This is an optimization exercise on Yosys and OpenROAD, whose aim is small area, not a production implementation. Only simulation tests tie the RTL to the original design; equivalence was not proved. Power figures rest on the tool's default switching activity, not on a simulated workload.

### flow/design.v
module lwrf_rx_core (
  input  wire         clk,
  input  wire         rst,         
  input  wire [31:0]  now,         
  input  wire         req_valid,
  input  wire [7:0]   req_op,
  input  wire [111:0] req_arg,     
  output reg          rsp_valid,
  output reg  [3:0]   rsp_status,
  output reg  [143:0] rsp_data     
);
  localparam [7:0] OP_RESET          = 8'h01;
  localparam [7:0] OP_RX_EDGE        = 8'h20;
  localparam [7:0] OP_RX_SET_TRANS   = 8'h21;
  localparam [7:0] OP_RX_HAS_MSG     = 8'h22;
  localparam [7:0] OP_RX_GET_MSG     = 8'h23;
  localparam [7:0] OP_RX_TIME_SINCE  = 8'h24;
  localparam [7:0] OP_RX_SET_FILTER  = 8'h25;
  localparam [7:0] OP_RX_SET_THR     = 8'h26;
  localparam [7:0] OP_CODEC_ENCODE   = 8'h30;
  localparam [7:0] OP_CODEC_DECODE   = 8'h31;
  localparam [7:0] OP_PAIR_ADD       = 8'h40;
  localparam [7:0] OP_PAIR_GET       = 8'h41;
  localparam [7:0] OP_PAIR_REMOVE    = 8'h42;
  localparam [7:0] OP_PAIR_CLEAR     = 8'h43;
  localparam [7:0] OP_PAIR_LEARN     = 8'h44;
  localparam [7:0] OP_PAIR_SET_MODE  = 8'h45;
  localparam [7:0] OP_STATS_ENABLE   = 8'h50;
  localparam [7:0] OP_STATS_RESET    = 8'h51;
  localparam [7:0] OP_STATS_RECORD   = 8'h52;
  localparam [7:0] OP_STATS_SNAPSHOT = 8'h53;
  localparam [3:0] ST_OK         = 4'd0;
  localparam [3:0] ST_CLAMPED    = 4'd2;
  localparam [3:0] ST_FULL       = 4'd3;
  localparam [3:0] ST_NO_MESSAGE = 4'd4;
  localparam [3:0] ST_BAD_LENGTH = 4'd5;
  localparam [3:0] ST_INVALID    = 4'd6;
  localparam [3:0] ST_BAD_ARG    = 4'd7;
  localparam [3:0] ST_ILLEGAL_OP = 4'd8;
  localparam [7:0] EV_NONE       = 8'd0;
  localparam [7:0] EV_ABORT      = 8'd1;
  localparam [7:0] EV_BAD_SYMBOL = 8'd2;
  localparam [7:0] EV_CANDIDATE  = 8'd3;
  localparam [7:0] EV_CONFIRMED  = 8'd4;
  localparam [7:0] EV_LEARNED    = 8'd5;
  localparam [7:0] EV_LEARN_FULL = 8'd6;
  localparam [7:0] EV_UNPAIRED   = 8'd7;
  localparam [2:0] C_MARK  = 3'd0;
  localparam [2:0] C_SHORT = 3'd1;
  localparam [2:0] C_LONG  = 3'd2;
  localparam [2:0] C_GAP   = 3'd3;
  localparam [2:0] C_INV   = 3'd4;
  localparam [1:0] RX_IDLE = 2'd0;
  localparam [1:0] RX_MSF  = 2'd1;    
  localparam [1:0] RX_BSF  = 2'd2;    
  localparam [1:0] RX_GB   = 2'd3;    
  localparam [127:0] NIBBLE = {8'h6F, 8'h77, 8'h7B, 8'h7D, 8'h7E, 8'hB7, 8'hBB, 8'hBD,
                               8'hBE, 8'hDB, 8'hDD, 8'hDE, 8'hEB, 8'hED, 8'hEE, 8'hF6};
  localparam [15:0] D_MARK_MIN  = 16'd140;
  localparam [15:0] D_MARK_MAX  = 16'd770;
  localparam [15:0] D_SHORT_MIN = 16'd140;
  localparam [15:0] D_SHORT_MAX = 16'd770;
  localparam [15:0] D_LONG_MIN  = 16'd771;
  localparam [15:0] D_LONG_MAX  = 16'd1750;
  localparam [15:0] D_GAP_MIN   = 16'd5460;
  reg [1:0]   rx_state;
  reg [3:0]   rx_nbytes;
  reg [3:0]   rx_nbits;
  reg [7:0]   rx_cur;
  reg [79:0]  rx_buf;         
  reg         rx_translate;
  reg [15:0]  rx_mark_min, rx_mark_max, rx_short_min, rx_short_max;
  reg [15:0]  rx_long_min, rx_long_max, rx_gap_min;
  reg [31:0]  rx_last_pkt;
  reg         rx_avail;
  reg [79:0]  rx_msg;
  reg [79:0]  rf_prev;
  reg [7:0]   rf_count;
  reg [31:0]  rf_time;
  reg [7:0]   rf_threshold;
  reg [7:0]   rf_timeout;
  reg [639:0] pr_tbl;         
  reg [3:0]   pr_count;
  reg         pr_enforce;
  reg         pr_base_only;
  reg         pr_learn;
  reg [31:0]  pr_learn_time;
  reg [7:0]   pr_learn_timeout;
  reg         st_en;
  reg [95:0]  st_avg16;
  reg [47:0]  st_max;
  reg [47:0]  st_min;
  wire [7:0] a1  = req_arg[111:104];
  wire [7:0] a2  = req_arg[103:96];
  wire [7:0] a3  = req_arg[95:88];
  wire [7:0] a4  = req_arg[87:80];
  wire [7:0] a5  = req_arg[79:72];
  wire [7:0] a6  = req_arg[71:64];
  wire [7:0] a7  = req_arg[63:56];
  wire [7:0] a8  = req_arg[55:48];
  wire [7:0] a9  = req_arg[47:40];
  wire [7:0] a10 = req_arg[39:32];
  wire [7:0] a11 = req_arg[31:24];
  wire [7:0] a12 = req_arg[23:16];
  wire [7:0] a13 = req_arg[15:8];
  wire [7:0] a14 = req_arg[7:0];
  wire        e_mark = |a1;
  wire [31:0] e_dur  = {a2, a3, a4, a5};
  reg [2:0] cls;
  always @* begin
    if (e_mark) begin
      if (e_dur >= {16'd0, rx_mark_min} && e_dur <= {16'd0, rx_mark_max}) cls = C_MARK;
      else cls = C_INV;
    end else begin
      if (e_dur >= {16'd0, rx_short_min} && e_dur <= {16'd0, rx_short_max}) cls = C_SHORT;
      else if (e_dur >= {16'd0, rx_long_min} && e_dur <= {16'd0, rx_long_max}) cls = C_LONG;
      else if (e_dur >= {16'd0, rx_gap_min}) cls = C_GAP;
      else cls = C_INV;
    end
  end
  wire        e_bit      = (cls == C_MARK);
  wire        e_is_bit   = (cls == C_MARK) || (cls == C_LONG);
  wire        frame_done = e_is_bit && (rx_state == RX_GB) &&
                           (rx_nbits == 4'd7) && (rx_nbytes == 4'd9);
  wire [79:0] fr_raw     = {{rx_cur[6:0], e_bit}, rx_buf[71:0]};
  reg [79:0] fr_dec;
  reg [9:0]  fr_ok;
  reg [79:0] fr_msg;
  reg        fr_valid;
  integer    fi, fv;
  always @* begin
    for (fi = 0; fi < 10; fi = fi + 1) begin
      fr_dec[fi*8 +: 8] = 8'hFF;
      fr_ok[fi] = 1'b0;
      for (fv = 0; fv < 16; fv = fv + 1) begin
        if (fr_raw[fi*8 +: 8] == NIBBLE[fv*8 +: 8]) begin
          fr_dec[fi*8 +: 8] = fv[7:0];
          fr_ok[fi] = 1'b1;
        end
      end
    end
    if (rx_translate) begin
      fr_msg   = fr_dec;
      fr_valid = &fr_ok;
    end else begin
      fr_msg   = fr_raw;
      fr_valid = 1'b1;
    end
  end
  reg [7:0] dec_val;
  reg       dec_ok;
  integer   dv;
  always @* begin
    dec_val = 8'hFF;
    dec_ok  = 1'b0;
    for (dv = 0; dv < 16; dv = dv + 1) begin
      if (a1 == NIBBLE[dv*8 +: 8]) begin
        dec_val = dv[7:0];
        dec_ok  = 1'b1;
      end
    end
  end
  wire        key_from_host = (req_op == OP_PAIR_ADD) || (req_op == OP_PAIR_REMOVE);
  wire [55:0] msg_key = {fr_msg[31:24], fr_msg[79:72], fr_msg[71:64], fr_msg[63:56],
                         fr_msg[55:48], fr_msg[47:40], fr_msg[39:32]};
  wire [55:0] host_key = {a7, a6, a5, a4, a3, a2, a1};
  wire [55:0] key = key_from_host ? host_key : msg_key;
  reg [9:0] pr_match;
  integer   mi;
  always @* begin
    for (mi = 0; mi < 10; mi = mi + 1) begin
      pr_match[mi] = (mi < pr_count) &&
                     (pr_tbl[mi*64 +: 40] == key[39:0]) &&
                     (pr_base_only || (pr_tbl[mi*64 + 40 +: 16] == key[55:40]));
    end
  end
  wire pr_any_match = |pr_match;
  reg [1:0]   n_rx_state;
  reg [3:0]   n_rx_nbytes, n_rx_nbits;
  reg [7:0]   n_rx_cur;
  reg [79:0]  n_rx_buf;
  reg         n_rx_translate;
  reg [15:0]  n_rx_mark_min, n_rx_mark_max, n_rx_short_min, n_rx_short_max;
  reg [15:0]  n_rx_long_min, n_rx_long_max, n_rx_gap_min;
  reg [31:0]  n_rx_last_pkt;
  reg         n_rx_avail;
  reg [79:0]  n_rx_msg;
  reg [79:0]  n_rf_prev;
  reg [7:0]   n_rf_count;
  reg [31:0]  n_rf_time;
  reg [7:0]   n_rf_threshold, n_rf_timeout;
  reg [639:0] n_pr_tbl;
  reg [3:0]   n_pr_count;
  reg         n_pr_enforce, n_pr_base_only, n_pr_learn;
  reg [31:0]  n_pr_learn_time;
  reg [7:0]   n_pr_learn_timeout;
  reg         n_st_en;
  reg [95:0]  n_st_avg16;
  reg [47:0]  n_st_max, n_st_min;
  reg [3:0]   n_status;
  reg [143:0] n_data;
  reg [7:0]   ev;
  reg         st_do;
  reg [1:0]   st_c;
  reg [15:0]  st_w;
  reg [31:0]  avg_old;
  reg         ins_do;
  reg [63:0]  ins_entry;
  reg         ins_full;
  reg         cand_same;
  reg         learn_hit;
  reg [639:0] rm_tmp;
  reg [3:0]   rm_k;
  reg [7:0]   p_byte;
  integer     i, c;
  always @* begin
    n_rx_state = rx_state;   n_rx_nbytes = rx_nbytes;   n_rx_nbits = rx_nbits;
    n_rx_cur = rx_cur;       n_rx_buf = rx_buf;         n_rx_translate = rx_translate;
    n_rx_mark_min = rx_mark_min;   n_rx_mark_max = rx_mark_max;
    n_rx_short_min = rx_short_min; n_rx_short_max = rx_short_max;
    n_rx_long_min = rx_long_min;   n_rx_long_max = rx_long_max;
    n_rx_gap_min = rx_gap_min;
    n_rx_last_pkt = rx_last_pkt; n_rx_avail = rx_avail; n_rx_msg = rx_msg;
    n_rf_prev = rf_prev;     n_rf_count = rf_count;     n_rf_time = rf_time;
    n_rf_threshold = rf_threshold; n_rf_timeout = rf_timeout;
    n_pr_tbl = pr_tbl;       n_pr_count = pr_count;
    n_pr_enforce = pr_enforce; n_pr_base_only = pr_base_only; n_pr_learn = pr_learn;
    n_pr_learn_time = pr_learn_time; n_pr_learn_timeout = pr_learn_timeout;
    n_st_en = st_en;         n_st_avg16 = st_avg16;     n_st_max = st_max;  n_st_min = st_min;
    n_status = ST_OK;
    n_data = 144'd0;
    ev = EV_NONE;
    st_do = 1'b0; st_c = 2'd0; st_w = 16'd0;
    ins_do = 1'b0; ins_entry = 64'd0; ins_full = 1'b0;
    cand_same = 1'b0; learn_hit = 1'b0;
    rm_tmp = 640'd0; rm_k = 4'd0;
    p_byte = 8'd0;
    avg_old = 32'd0;
    case (req_op)
      OP_RX_EDGE: begin
        if (st_en && rx_state != RX_IDLE && cls <= C_LONG) begin
          st_do = 1'b1;
          st_c  = cls[1:0];
          st_w  = (|e_dur[31:16]) ? 16'hFFFF : e_dur[15:0];
        end
        case (cls)
          C_INV: begin
            if (rx_state != RX_IDLE) ev = EV_ABORT;
            n_rx_state = RX_IDLE;
          end
          C_GAP: begin
            if (rx_state == RX_BSF || rx_state == RX_GB) ev = EV_ABORT;
            n_rx_state = RX_MSF;
          end
          C_SHORT: ;
          default: begin  
            case (rx_state)
              RX_IDLE: ;
              RX_MSF: begin
                if (e_bit) begin
                  n_rx_nbytes = 4'd0;
                  n_rx_state  = RX_BSF;
                end else begin
                  n_rx_state = RX_IDLE;
                  ev = EV_ABORT;
                end
              end
              RX_BSF: begin
                if (e_bit) begin
                  n_rx_nbits = 4'd0;
                  n_rx_cur   = 8'd0;
                  n_rx_state = RX_GB;
                end else begin
                  n_rx_state = RX_IDLE;
                  ev = EV_ABORT;
                end
              end
              default: begin  
                n_rx_cur   = {rx_cur[6:0], e_bit};
                n_rx_nbits = rx_nbits + 4'd1;
                if (rx_nbits == 4'd7) begin
                  n_rx_buf[rx_nbytes*8 +: 8] = {rx_cur[6:0], e_bit};
                  n_rx_nbytes = rx_nbytes + 4'd1;
                  n_rx_nbits  = 4'd0;
                  if (rx_nbytes != 4'd9) begin
                    n_rx_state = RX_BSF;
                  end else begin
                    n_rx_state = RX_IDLE;
                    if (!fr_valid) begin
                      ev = EV_BAD_SYMBOL;
                    end else begin
                      n_rx_last_pkt = now;
                      cand_same = (rf_count != 8'd0) && (fr_msg == rf_prev) &&
                                  ((now - rf_time) <= (32'd100 * {24'd0, rf_timeout}));
                      if (cand_same) begin
                        n_rf_count = (rf_count == 8'd255) ? 8'd255 : rf_count + 8'd1;
                      end else begin
                        n_rf_prev  = fr_msg;
                        n_rf_count = 8'd1;
                      end
                      n_rf_time = now;
                      if ({1'b0, n_rf_count} == {1'b0, rf_threshold} + 9'd1) begin
                        if (pr_learn) begin
                          n_pr_learn = 1'b0;
                          learn_hit = ((now - pr_learn_time) <=
                                       (32'd100 * {24'd0, pr_learn_timeout}));
                        end
                        if (learn_hit) begin
                          ins_do    = 1'b1;
                          ins_entry = {8'd0,
                                       pr_base_only ? 8'd0 : fr_msg[31:24],
                                       pr_base_only ? 8'd0 : fr_msg[79:72],
                                       msg_key[39:0]};
                        end else if (pr_enforce && !pr_any_match) begin
                          ev = EV_UNPAIRED;
                        end else begin
                          n_rx_msg   = fr_msg;
                          n_rx_avail = 1'b1;
                          ev = EV_CONFIRMED;
                        end
                      end else begin
                        ev = EV_CANDIDATE;
                      end
                    end
                  end
                end
              end
            endcase
          end
        endcase
        n_data[143:136] = ev;   
      end
      OP_RX_SET_TRANS: n_rx_translate = |a1;
      OP_RX_HAS_MSG: n_data[143:136] = {7'd0, rx_avail};
      OP_RX_GET_MSG: begin
        if (a1 != 8'd2 && a1 != 8'd4 && a1 != 8'd10) begin
          n_status = ST_BAD_LENGTH;
        end else if (!rx_avail) begin
          n_status = ST_NO_MESSAGE;
        end else begin
          p_byte = {rx_msg[11:8], rx_msg[19:16]};
          if (a1 == 8'd2) begin
            n_data[143:128] = {rx_msg[7:0], p_byte};
          end else if (a1 == 8'd4) begin
            n_data[143:112] = {rx_msg[7:0], p_byte, rx_msg[79:72], rx_msg[31:24]};
          end else begin
            for (i = 0; i < 10; i = i + 1)
              n_data[143 - 8*i -: 8] = rx_msg[i*8 +: 8];
          end
          n_rx_avail = 1'b0;
        end
      end
      OP_RX_TIME_SINCE: n_data[143:112] = now - rx_last_pkt;
      OP_RX_SET_FILTER: begin
        if (a1 <= 8'd40) n_rf_threshold = a1;
        else begin
          n_rf_threshold = 8'd2;
          n_status = ST_CLAMPED;
        end
        if (a2 >= 8'd1) n_rf_timeout = a2;
        else begin
          n_rf_timeout = 8'd20;
          n_status = ST_CLAMPED;
        end
      end
      OP_RX_SET_THR: begin
        if ({a1, a2} <= {a3, a4} && {a5, a6} <= {a7, a8} && {a7, a8} < {a9, a10} &&
            {a9, a10} <= {a11, a12} && {a11, a12} < {a13, a14}) begin
          n_rx_mark_min  = {a1, a2};   n_rx_mark_max  = {a3, a4};
          n_rx_short_min = {a5, a6};   n_rx_short_max = {a7, a8};
          n_rx_long_min  = {a9, a10};  n_rx_long_max  = {a11, a12};
          n_rx_gap_min   = {a13, a14};
        end else begin
          n_rx_mark_min  = D_MARK_MIN;  n_rx_mark_max  = D_MARK_MAX;
          n_rx_short_min = D_SHORT_MIN; n_rx_short_max = D_SHORT_MAX;
          n_rx_long_min  = D_LONG_MIN;  n_rx_long_max  = D_LONG_MAX;
          n_rx_gap_min   = D_GAP_MIN;
          n_status = ST_CLAMPED;
        end
      end
      OP_CODEC_ENCODE: n_data[143:136] = NIBBLE[a1[3:0]*8 +: 8];
      OP_CODEC_DECODE: begin
        n_data[143:136] = dec_val;
        if (!dec_ok) n_status = ST_INVALID;
      end
      OP_PAIR_ADD: begin
        ins_do    = 1'b1;
        ins_entry = {8'd0, host_key};
      end
      OP_PAIR_GET: begin
        n_data[143:136] = {4'd0, pr_count};
        if (a1 < {4'd0, pr_count}) begin
          for (i = 0; i < 8; i = i + 1)
            n_data[135 - 8*i -: 8] = pr_tbl[a1[3:0]*64 + i*8 +: 8];
        end else begin
          n_status = ST_BAD_ARG;
        end
      end
      OP_PAIR_REMOVE: begin
        for (i = 0; i < 10; i = i + 1) begin
          if (i < pr_count && !pr_match[i]) begin
            rm_tmp[rm_k*64 +: 64] = pr_tbl[i*64 +: 64];
            rm_k = rm_k + 4'd1;
          end
        end
        n_pr_tbl   = rm_tmp;
        n_pr_count = rm_k;
        n_data[143:136] = {4'd0, rm_k};
      end
      OP_PAIR_CLEAR: begin
        n_pr_tbl   = 640'd0;
        n_pr_count = 4'd0;
      end
      OP_PAIR_LEARN: begin
        if (a1 == 8'd0) begin
          n_pr_learn = 1'b0;
        end else begin
          n_pr_learn = 1'b1;
          n_pr_learn_time = now;
          n_pr_learn_timeout = a1;
        end
      end
      OP_PAIR_SET_MODE: begin
        n_pr_enforce   = |a1;
        n_pr_base_only = |a2;
      end
      OP_STATS_ENABLE: n_st_en = |a1;
      OP_STATS_RESET: begin
        n_st_avg16 = 96'd0;
        n_st_max   = 48'd0;
        n_st_min   = {3{16'hFFFF}};
      end
      OP_STATS_RECORD: begin
        if (a1 > 8'd2) begin
          n_status = ST_BAD_ARG;
        end else if (st_en) begin
          st_do = 1'b1;
          st_c  = a1[1:0];
          st_w  = {a2, a3};
        end
      end
      OP_STATS_SNAPSHOT: begin
        for (c = 0; c < 3; c = c + 1) begin
          n_data[143 - 48*c -: 16] = st_avg16[c*32 + 4 +: 16];
          n_data[127 - 48*c -: 16] = st_max[c*16 +: 16];
          n_data[111 - 48*c -: 16] = st_min[c*16 +: 16];
        end
      end
      default: n_status = ST_ILLEGAL_OP;
    endcase
    if (ins_do) begin
      if (pr_any_match) begin
        ins_full = 1'b0;
      end else if (pr_count == 4'd10) begin
        ins_full = 1'b1;
      end else begin
        n_pr_tbl[pr_count*64 +: 64] = ins_entry;
        n_pr_count = pr_count + 4'd1;
      end
      if (req_op == OP_PAIR_ADD) begin
        n_data[143:136] = {4'd0, n_pr_count};
        if (ins_full) n_status = ST_FULL;
      end else begin
        n_data[143:136] = ins_full ? EV_LEARN_FULL : EV_LEARNED;
      end
    end
    if (st_do) begin
      avg_old = st_avg16[st_c*32 +: 32];
      n_st_avg16[st_c*32 +: 32] = avg_old - (avg_old >> 4) + {16'd0, st_w};
      if (st_w > st_max[st_c*16 +: 16]) n_st_max[st_c*16 +: 16] = st_w;
      if (st_w < st_min[st_c*16 +: 16]) n_st_min[st_c*16 +: 16] = st_w;
    end
  end
  wire do_reset = rst || (req_valid && req_op == OP_RESET);
  always @(posedge clk) begin
    if (do_reset) begin
      rx_state <= RX_IDLE;  rx_nbytes <= 4'd0;  rx_nbits <= 4'd0;
      rx_cur <= 8'd0;       rx_buf <= 80'd0;    rx_translate <= 1'b1;
      rx_mark_min <= D_MARK_MIN;   rx_mark_max <= D_MARK_MAX;
      rx_short_min <= D_SHORT_MIN; rx_short_max <= D_SHORT_MAX;
      rx_long_min <= D_LONG_MIN;   rx_long_max <= D_LONG_MAX;
      rx_gap_min <= D_GAP_MIN;
      rx_last_pkt <= 32'd0; rx_avail <= 1'b0; rx_msg <= 80'd0;
      rf_prev <= 80'd0;     rf_count <= 8'd0;   rf_time <= 32'd0;
      rf_threshold <= 8'd2; rf_timeout <= 8'd20;
      pr_tbl <= 640'd0;     pr_count <= 4'd0;
      pr_enforce <= 1'b0;   pr_base_only <= 1'b0; pr_learn <= 1'b0;
      pr_learn_time <= 32'd0; pr_learn_timeout <= 8'd0;
      st_en <= 1'b0;        st_avg16 <= 96'd0;  st_max <= 48'd0;
      st_min <= {3{16'hFFFF}};
      rsp_valid  <= !rst;    
      rsp_status <= ST_OK;
      rsp_data   <= 144'd0;
    end else begin
      rsp_valid <= req_valid;
      if (req_valid) begin
        rx_state <= n_rx_state;  rx_nbytes <= n_rx_nbytes;  rx_nbits <= n_rx_nbits;
        rx_cur <= n_rx_cur;      rx_buf <= n_rx_buf;        rx_translate <= n_rx_translate;
        rx_mark_min <= n_rx_mark_min;   rx_mark_max <= n_rx_mark_max;
        rx_short_min <= n_rx_short_min; rx_short_max <= n_rx_short_max;
        rx_long_min <= n_rx_long_min;   rx_long_max <= n_rx_long_max;
        rx_gap_min <= n_rx_gap_min;
        rx_last_pkt <= n_rx_last_pkt; rx_avail <= n_rx_avail; rx_msg <= n_rx_msg;
        rf_prev <= n_rf_prev;    rf_count <= n_rf_count;    rf_time <= n_rf_time;
        rf_threshold <= n_rf_threshold; rf_timeout <= n_rf_timeout;
        pr_tbl <= n_pr_tbl;      pr_count <= n_pr_count;
        pr_enforce <= n_pr_enforce; pr_base_only <= n_pr_base_only; pr_learn <= n_pr_learn;
        pr_learn_time <= n_pr_learn_time; pr_learn_timeout <= n_pr_learn_timeout;
        st_en <= n_st_en;        st_avg16 <= n_st_avg16;    st_max <= n_st_max;
        st_min <= n_st_min;
        rsp_status <= n_status;
        rsp_data   <= n_data;
      end
    end
  end
endmodule
### flow/run.sh
#!/bin/bash
# synth_recipe.tcl (not shown) runs the flow's synth.tcl, then flattens the netlist and writes it again
# the make line also repeats each setting of config.mk as NAME=value (left out here)
make -C /OpenROAD-flow-scripts/flow DESIGN_CONFIG=/design/flow/config.mk WORK_HOME=/design/flow/orfs CLKGATE_MAP_FILE= SYNTH_SCRIPT=/design/flow/synth_recipe.tcl finish
### flow/config.mk
export PLATFORM = sky130hd
export DESIGN_NAME = lwrf_rx_core
export DESIGN_NICKNAME = lwrf_rx_core
export VERILOG_FILES = /design/flow/design.v
export SDC_FILE = /design/flow/constraint.sdc
export NUM_CORES = 4
export LEC_CHECK = 0
export CAP_MARGIN = 20
export CELL_PAD_IN_SITES_DETAIL_PLACEMENT = 1
export CELL_PAD_IN_SITES_GLOBAL_PLACEMENT = 2
export CORE_MARGIN = 2
export CORE_UTILIZATION = 20
export PLACE_DENSITY = 0.3
export SLEW_MARGIN = 20
### flow/constraint.sdc
create_clock -name core_clock -period 20.0 [get_ports {clk}]
set_input_delay 4.0000 -clock core_clock [delete_from_list [all_inputs] [get_ports {clk}]]
set_output_delay 4.0000 -clock core_clock [all_outputs]
set_load 0.01 [all_outputs]
==> run summary <==
-- power by group through the flow --
stage                     combinational (mW)  sequential [mW]  clock (mW)
after floorplan                         1.02             2.96           0
after global placement                  2.31             2.96           0
after detailed placement                2.30             2.96           0
after CTS                               2.31             2.90        4.70
after global routing                    2.42             2.90        4.77
final                                   2.39             2.90        4.61
-- layer usage --
metal,wire length (microns),vias up
met4,109000,70
met3,137000,2946
met2,628000,11203
li1,-,72549
met1,632000,95783
met5,498,-
-- cells in the mapped netlist (57+ instances only) --
| cell type | instances | area, sq um |
|---|---|---|
| o21a_1 | 87 | 653 |
| nor2b_1 | 176 | 1100 |
| nor2_1 | 2176 | 8170 |
| inv_1 | 534 | 2000 |
| xor2_1 | 275 | 2410 |
| o311ai_0 | 110 | 963 |
| ha_1 | 470 | 5880 |
| and3_1 | 89 | 557 |
| a221oi_1 | 331 | 2900 |
| o32ai_1 | 68 | 596 |
| buf_2 | 199 | 996 |
| o311a_1 | 60 | 601 |
| a211oi_1 | 788 | 5920 |
| o21ai_1 | 72 | 360 |
| o21ai_0 | 1119 | 5600 |
| nand2_1 | 1991 | 7470 |
| or3_1 | 71 | 444 |
| o211ai_1 | 452 | 3390 |
| o2111ai_1 | 58 | 508 |
| and2_1 | 88 | 551 |
| o221ai_1 | 97 | 850 |
| clkbuf_1 | 1894 | 7110 |
| a21o_1 | 119 | 893 |
| xnor2_1 | 397 | 3480 |
| a222oi_1 | 90 | 901 |
| nand2b_1 | 152 | 951 |
| nand4_1 | 155 | 970 |
| a32oi_1 | 92 | 806 |
| a22oi_1 | 956 | 7180 |
| a211o_1 | 64 | 561 |
| a21oi_1 | 1688 | 8450 |
| nor4_1 | 157 | 982 |
| a221o_1 | 103 | 1030 |
| nor3_1 | 581 | 2910 |
| mux2_2 | 72 | 811 |
| o22ai_1 | 251 | 1570 |
| a31oi_1 | 114 | 713 |
| dfxtp_1 | 1448 | 29000 |
| mux4_2 | 129 | 2910 |
| mux2i_1 | 190 | 1900 |
| nand3_1 | 541 | 2710 |
| a22o_1 | 119 | 1040 |
| o31ai_1 | 57 | 428 |
| buf_1 | 242 | 908 |
-- cells by family (layout without fill, tap and decap cells) --
kind of cell               Yosys count  count (layout)  synth area share
other                                0             114                 0
AOI/OAI and AO/OA                 7249            7249             0.358
and+or+nand+nor                   6520            6520             0.216
adders and majority gates          494             494            0.0463
DFF                               1448            1448             0.211
muxes                              393             393            0.0412
xor gates and xnor gates           687             687            0.0452
buffers and inverters             2910            2780            0.0820
-- cell usage in the layout, fill, tap and decap left out, types with 110 or more instances in the layout --
master / count
nand2_1: 1976
nand2b_1: 148
o211ai_1: 452
nand3_1: 528
mux4_2: 129
dfxtp_1: 1421
nor4_1: 128
o22ai_1: 244
a31oi_1: 110
buf_12: 119
clkdlybuf4s50_1: 269
mux2i_1: 188
xor2_1: 274
nor2b_1: 153
inv_1: 532
nor3_1: 552
a21oi_1: 1675
nand4_1: 155
diode_2: 114
a22oi_1: 956
a211oi_1: 780
a221oi_1: 330
a22o_1: 110
o21ai_0: 1063
ha_1: 469
buf_4: 1377
clkbuf_16: 238
a21o_1: 119
nor2_1: 2116
xnor2_1: 394
-- sequential cells by signal (all words and copies together) (netlist names), 48 cells and up --
| register | count |
|---|---|
| st_avg16 | 96 |
| pr_tbl | 640 |
| rf_prev | 80 |
| rx_buf | 72 |
| st_max | 48 |
| rsp_data | 144 |
| st_min | 48 |
| rx_msg | 80 |
-- critical path, delay by kind of cell --
| kind | cells | cell delay (ns) |
|---|---|---|
| buffers and inverters | 15 | 3.85 |
| multiplexers | 1 | 0.43 |
| AND/OR/NAND/NOR | 20 | 6.67 |
| AO/OA/AOI/OAI | 9 | 2.51 |
| adder cells (fa/ha/maj) | 6 | 1.91 |
| XOR/XNOR | 3 | 0.57 |
-- how the worst min path moves through the flow --
stage,slack (ns),endpoint,start,cells past startpoint
2_1_floorplan,0.43,rx_last_pkt[10]$_SDFFE_PP0P_,rx_last_pkt[10]$_SDFFE_PP0P_,2
6_report,0.45,rx_last_pkt[27]$_SDFFE_PP0P_,rx_last_pkt[27]$_SDFFE_PP0P_,2
4_1_cts,0.45,rx_last_pkt[1]$_SDFFE_PP0P_,rx_last_pkt[1]$_SDFFE_PP0P_,2
5_1_grt,0.47,rx_short_min[14]$_SDFFE_PP0P_,rx_short_min[14]$_SDFFE_PP0P_,2
3_5_place_dp,0.44,rx_last_pkt[1]$_SDFFE_PP0P_,rx_last_pkt[1]$_SDFFE_PP0P_,2
3_3_place_gp,0.44,rx_short_min[10]$_SDFFE_PP0P_,rx_short_min[10]$_SDFFE_PP0P_,2
-- metrics by stage --
step / hold WS, ns / worst slack (ns) / cell area, sq um / setup TNS [ns]
finish: 0.449 / 0.746 / 165000 / 0
global route: 0.471 / 0.611 / 165000 / 0
CTS: 0.452 / 1.35 / 165000 / 0
detailed placement: 0.444 / 0.303 / 157000 / 0
global placement: 0.439 / -0.151 / 157000 / -0.602
floorplan: 0.432 / 4.70 / 137000 / 0
-- layout make-up --
type | instances | area [sq um] | share of cell area
multi-input cells | 15343 | 99100 | 0.599
well taps | 9027 | 11300 | 0.0683
clock buffers | 347 | 6970 | 0.0421
repair buffers | 1803 | 15700 | 0.0948
inverters | 548 | 2070 | 0.0125
flip-flops and latches | 1448 | 29000 | 0.175
clock inverters | 82 | 1040 | 0.00630
diodes | 114 | 285 | 0.00172
==> summary.txt <==
STA
  – Period minus WS final: 19.25 ns
  – Period utilization: 0.963
  – Final hold violations: 0
  – Final setup viols: 0
  – Worst slew margin: 0.0979
  – RSZ-0062 raised after global routing: false
  – Worst-margin pin slew: 1.34 ns
  – Pins over their slew limit: 0
  – Peak Freq: 0.0519 GHz
  – Clock skew: 0.103 ns

Setup path
  – CP arrival: 20.19 ns
  – CP required: 20.93 ns
  – CP endpoint: pr_tbl[92]$_SDFFE_PP0P_
  – CP max stage delay: 0.92 ns
  – Critical-path top delay cell: nor3_1
  – Setup crit end kind: register
  – Crit Path Class: input pin to register
  – Reg2reg start: rx_translate$_SDFFE_PP1P_
  – Reg2Reg Depth: 51
  – Reg2reg end: pr_tbl[92]$_SDFFE_PP0P_
  – Startpoint types: input pin
  – FF-to-FF setup slack: 3.31 ns
  – Critical path fanouts, max: 29
  – Launch point of the worst path: req_op[5]

Floorplanning
  – Die height: 833 microns
  – Site Rows: 304
  – Area of the core: 685000 sq um
  – Die area: 693000 sq um
  – Die width: 833 microns
  – Starting Density: 0.201
  – I/O pins: 304

Final layout
  – P&R area growth vs syn: 20.5%
  – Fraction of layout cells with a size suffix above 1: 0.134
  – Layout filler cell count: 81822
  – Post-layout util: 0.242
  – Layout Cells excl Fill: 28712
  – NumNets Final: 20029

Drt
  – Wirelength, routed: 1510000 microns
  – Initial DRC Count: 25454
  – 1st-pass router iterations: 9
  – Remaining DRCs: 0
  – DRT antenna net count: 0
  – Vias per cell: 6.36
  – WL/cell: 52.5 microns
  – Routed via count: 182551

Flow run
  – Max-cap violations: 0

Place
  – Placer Congestion: 1.02
  – DP Wirelength: 1100000 microns
  – Port Buffers: 303
  – Placed cells: 28165

Global route
  – Largest net degree at the start of global routing: 139
  – Initial antenna violation count: 250
  – Routing usage on met1: 0.536
  – Grt met3 use: 0.109
  – Total Routing Usage GR: 0.414
  – Grt total ovfl: 0
  – First-pass GRT wire length: 1910000 microns
  – Gr busiest metal: met2
  – Met2 usage: 0.613
  – Vias in the first global route: 171482

Synth
  – Seq/Total Area, Yosys: 0.211
  – Count of different cell masters after synthesis: 123
  – EDFF count, synth: 0
  – Mapped cell area: 137000 sq um
  – Syn Area/Cell: 6.97 sq um
  – Post-synthesis async set-or-reset flop share: 0
  – Syn Nets: 20350
  – Ys Warns: 1
  – Primary FF master, synth: dfxtp_1
  – Register bit count reported by yosys: 1448
  – Gate Count Post-Synth: 19701

Status
  – Status: timing/DRC/antenna clean

Power and ir drop
  – Worst vdd ir: 0.0000805 V
  – Net Switching: 3.84 mW
  – Sequential group share of total power: 0.293
  – Leakage: 58.0 nW
  – Int Pwr: 6.06 mW
  – Clock share of power: 0.466
  – PwrDens: 59.8 nW/um^2
  – Net Sw Frac: 0.388
  – Final Total Pwr: 9.90 mW
  – Comb pwr share: 0.242

CTS
  – CTS buffer count: 236
  – Post-CTS resize count: 0
  – Setup bufs post-CTS: 0
  – Clock slew seen by the registers of the worst setup and hold paths: 0.06 ns
  – Clock latency on the worst-skew pair: 1.09 ns
  – Max Root-Sink Buffers: 4
  – Root buf cell: clkbuf_16
  – H-Tree Depth: 4
  – CTS tree: done
  – CTS Sinks: 1448
  – Hold buffers post-CTS: 0

Hold path
  – Worst Hold Class: register to register

re-timing with driven ports:
Ports are ideal in the flow. The routed layout listed here was re-timed in OpenROAD.
Step 1, drivers: a clkbuf_16 drives clk and a buf_2 each remaining input, both assumed.
Step 2, shift: input delay + t, output delay - t, t = (earliest + latest rising clock arrival at the registers) / 2. This alone moves slack from input paths to output paths.
a / b / c = ideal ports / drivers / drivers and shift; a / b = the first two.
shift t [ns]: 1.159
setup WS [ns]: 0.746 / 0.844 / -0.314
worst setup path after step 2: input to register
Met with ideal ports but missed after step 2: setup timing in this run. The setup slack of this run moves by +0.098 ns with the drivers and by -1.060 ns with both steps.
